This is an optimization exercise on Yosys and OpenROAD, whose aim is small area, a short achievable clock period and few clock cycles per item, not a production implementation. RTL that was checked went through simulation tests only; none was proved equivalent to the original. Power and IR drop assume default switching activity.

alpha:
## tdes_core
module tdes_core (
  input  wire         clk,
  input  wire         rst,
  input  wire         cmd_valid,
  output wire         cmd_ready,
  input  wire [1:0]   cmd_op,
  input  wire [167:0] cmd_key,
  input  wire [63:0]  cmd_data,
  output reg          out_valid,
  output reg  [63:0]  out_data
);
  function [63:0] des_ip;
    input [63:0] x;
    begin
      des_ip = {
        x[6], x[14], x[22], x[30], x[38], x[46], x[54], x[62],
        x[4], x[12], x[20], x[28], x[36], x[44], x[52], x[60],
        x[2], x[10], x[18], x[26], x[34], x[42], x[50], x[58],
        x[0], x[8], x[16], x[24], x[32], x[40], x[48], x[56],
        x[7], x[15], x[23], x[31], x[39], x[47], x[55], x[63],
        x[5], x[13], x[21], x[29], x[37], x[45], x[53], x[61],
        x[3], x[11], x[19], x[27], x[35], x[43], x[51], x[59],
        x[1], x[9], x[17], x[25], x[33], x[41], x[49], x[57]
      };
    end
  endfunction
  function [63:0] des_fp;
    input [63:0] x;
    begin
      des_fp = {
        x[24], x[56], x[16], x[48], x[8], x[40], x[0], x[32],
        x[25], x[57], x[17], x[49], x[9], x[41], x[1], x[33],
        x[26], x[58], x[18], x[50], x[10], x[42], x[2], x[34],
        x[27], x[59], x[19], x[51], x[11], x[43], x[3], x[35],
        x[28], x[60], x[20], x[52], x[12], x[44], x[4], x[36],
        x[29], x[61], x[21], x[53], x[13], x[45], x[5], x[37],
        x[30], x[62], x[22], x[54], x[14], x[46], x[6], x[38],
        x[31], x[63], x[23], x[55], x[15], x[47], x[7], x[39]
      };
    end
  endfunction
  ...
Settings: LEC_CHECK=0, CAP_MARGIN=20, CORE_MARGIN=2, CORE_UTILIZATION=40, SLEW_MARGIN=20; clock period 5.0 ns.
run.sh (not shown) runs the stock make flow with config.mk's settings and CLKGATE_MAP_FILE= SYNTH_SCRIPT=/design/flow/synth_recipe.tcl, a recipe that flattens the netlist after the stock synthesis.
alpha was carried through to the last stage, and its layout satisfied the timing, design-rule and antenna checks.
Here is what was changed in the inputs of beta compared with alpha.
Settings: setting ABC_CLOCK_PERIOD_IN_PS to 2000 for the first time; setting SETUP_SLACK_MARGIN to 3.0 for the first time.
--- outcome ---
The maximum number of pins on one net before global-route repair in beta sits 22 below the value recorded for alpha. beta vs alpha on worst hold slack: beta is the higher one. When the final numbers for alpha and beta were put side by side, the global-route met2 utilization turned out to be smaller in alpha. Of the two values seen for origin of the worst setup path, R[31]$_DFFE_PN_ was produced by beta and R[12]$_DFFE_PN_ by alpha. In beta, the fraction of area in registers came out 6.6 points below the value in alpha. Comparing beta against alpha, there is no change at all in number of buffers inserted during clock tree synthesis. Sort alpha and beta by sequential standard cell area, ascending, and alpha comes first.
No functional check of the RTL was part of any run of this note.

exp/onyx:
Another version of the RTL of tdes_core (not shown whole).
// tdes_core
module tdes_core (
  input  wire         clk,
  input  wire         rst,
  input  wire         cmd_valid,
  output wire         cmd_ready,
  input  wire [1:0]   cmd_op,
  input  wire [167:0] cmd_key,
  input  wire [63:0]  cmd_data,
  output reg          out_valid,
  output reg  [63:0]  out_data
);
clock: 5.0 ns
lec_check: 0
abc_area: 1
cap_margin: 5
core_margin: 2
core_utilization: 40
cts_buf_list: sky130_fd_sc_hd__clkbuf_8
setup_slack_margin: 2.85
slew_margin: 5
tns_end_percent: 5
standard.sh (not shown) runs the stock make flow with config.mk's settings and CLKGATE_MAP_FILE= SYNTH_SCRIPT=/design/flow/synth_recipe.tcl, a recipe that flattens the netlist after the stock synthesis.
==> flow/flow/run.sh <==
#!/bin/bash
# Standard layout, but the port buffers are the smallest buffer cell.
set -euo pipefail
export BUFFER_PORTS_ARGS="-buffer_cell sky130_fd_sc_hd__buf_1"
bash standard.sh finish > standard_flow.log 2>&1
exp/onyx finished every stage and its layout cleared the timing, design-rule and antenna checks.
Testbench counts of exp/onyx, summed over its fixed seeds: cycles 146,392, blocks 4,205.
> inputs changed (exp/onyx -> exp/indigo)
--- a/flow/config.mk
+++ b/flow/config.mk
@@ -8,2 +8 @@
-export ABC_AREA = 1
-export CAP_MARGIN = 5
+export CAP_MARGIN = 20
@@ -13,2 +12,2 @@
-export SETUP_SLACK_MARGIN = 2.85
-export SLEW_MARGIN = 5
+export SETUP_SLACK_MARGIN = 2.7
+export SLEW_MARGIN = 20
Findings:
The post-layout worst setup margin of exp/indigo was inferior to that of exp/onyx.
The final reports for exp/indigo and exp/onyx show maximum frequency lower in the former.
Re share of power burned in combinational logic: exp/indigo and exp/onyx aren't equal, and the lower value belongs to exp/indigo.
Going from exp/onyx to exp/indigo, total power draw went down 13%, switching power of the nets lost 24%, remaining antenna violation count closely matched the old numbers.
### exp/indigo -> exp/garnet
--- a/flow/config.mk
+++ b/flow/config.mk
@@ -12 +12,3 @@
-export SETUP_SLACK_MARGIN = 2.7
+export CTS_CLUSTER_DIAMETER = 80
+export CTS_CLUSTER_SIZE = 20
+export SETUP_SLACK_MARGIN = 2.5
@@ -14 +15,0 @@
-export TNS_END_PERCENT = 5
### Flow results
- The lower routed wire length of exp/garnet and exp/indigo is in exp/indigo.
- Going from exp/indigo to exp/garnet, fraction of area in multi-input gates up 0.31 points; pre-CTS worst setup slack up 0.043 ns; total area of multi-input combinational cells up about 6%; fraction of power consumed by combinational cells up 7.5 points.
#### Input delta (exp/yarrow over exp/garnet)
--- a/flow/config.mk
+++ b/flow/config.mk
@@ -7,0 +8 @@
+export ABC_AREA = 1
@@ -11,4 +12,4 @@
-export CTS_BUF_LIST = sky130_fd_sc_hd__clkbuf_8
-export CTS_CLUSTER_DIAMETER = 80
-export CTS_CLUSTER_SIZE = 20
-export SETUP_SLACK_MARGIN = 2.5
+export CTS_BUF_LIST = sky130_fd_sc_hd__clkbuf_16
+export CTS_CLUSTER_DIAMETER = 100
+export CTS_CLUSTER_SIZE = 30
+export SETUP_SLACK_MARGIN = 3.0
@@ -15,0 +17 @@
+export TNS_END_PERCENT = 10
--- outcome ---
- exp/yarrow finished every step from synthesis to the final layout, and the layout passed the timing, design-rule and antenna checks.
- Going from exp/garnet to exp/yarrow, number of clock buffers inserted by TritonCTS went down 5; utilization was more or less identical; power consumed by the clock network grew by about 9%; number of tapcells down 7; total power divided by cell area up 14%.
- Summary of exp/yarrow over exp/garnet: first-pass GRT wire length has increased; combinational share of power has increased.
The following lists how exp/nickel was set up differently from exp/yarrow:
--- a/flow/config.mk
+++ b/flow/config.mk
@@ -12,4 +12,2 @@
-export CTS_BUF_LIST = sky130_fd_sc_hd__clkbuf_16
-export CTS_CLUSTER_DIAMETER = 100
-export CTS_CLUSTER_SIZE = 30
-export SETUP_SLACK_MARGIN = 3.0
+export CTS_BUF_LIST = sky130_fd_sc_hd__clkbuf_8
+export SETUP_SLACK_MARGIN = 2.7
@@ -17 +15 @@
-export TNS_END_PERCENT = 10
+export TNS_END_PERCENT = 5
[summary]
Comparing exp/nickel and exp/yarrow, the higher number of buffers created by CTS was measured on exp/nickel. Diff exp/yarrow -> exp/nickel: met3 track demand over resource increased 0.30 points; final area decreased about 7%; total power decreased 0.00035 W. Of exp/nickel and exp/yarrow, the run reporting the lower sequential share of layout area was exp/yarrow. exp/nickel vs exp/yarrow: worst path arrival time down. In exp/nickel the logic depth of the worst setup path including buffers turned out 14 lower than in exp/yarrow. No stage failed in exp/nickel, and the final checks on the layout all came back clean.

re-timing with driven ports:
In the flow no input, the clock included, has a driving cell. The finished layouts below were timed again as built, in two steps. Step 1 sets driving cells, clkbuf_16 on the clock port and buf_2 on the other inputs (assumed; they add their load-dependent delay and slew). Step 2 adds t to the input delays and takes it off the output delays; t is the mean of the earliest and latest rising clock arrival at the registers after step 1. Input paths then give back, and output paths get back, about the clock's delay inside the block. Slacks: ideal ports / drivers / drivers and shift; pairs: ideal ports / drivers.
run | shift t [ns] | slack for setup (ns) | hold WS [ns] | worst setup path after step 2 | worst register clock-pin slew, ns
alpha | 0.608 | 1.198 / 1.198 / 1.198 | 0.466 / 0.466 / 0.466 | register to register | 0.06 / 0.06
beta | 0.623 | 2.327 / 2.327 / 2.287 | 0.471 / 0.471 / 0.471 | input to register | 0.07 / 0.07
exp/onyx | 0.676 | 2.734 / 2.684 / 2.330 | 0.467 / 0.467 / 0.467 | input to register | 0.07 / 0.07
exp/indigo | 0.683 | 2.305 / 2.305 / 2.130 | 0.458 / 0.458 / 0.458 | input to register | 0.07 / 0.07
exp/garnet | 0.661 | 2.347 / 2.347 / 2.036 | 0.461 / 0.461 / 0.461 | input to register | 0.12 / 0.12
exp/yarrow | 0.592 | 2.696 / 2.696 / 2.332 | 0.443 / 0.443 / 0.443 | input to register | 0.12 / 0.12
exp/nickel | 0.683 | 2.606 / 2.554 / 2.305 | 0.462 / 0.462 / 0.462 | input to register | 0.07 / 0.07
After both steps every run listed still meets setup and hold. The setup slack of exp/onyx, which loses most, moves by -0.050 ns with the drivers and by -0.404 ns with both steps.
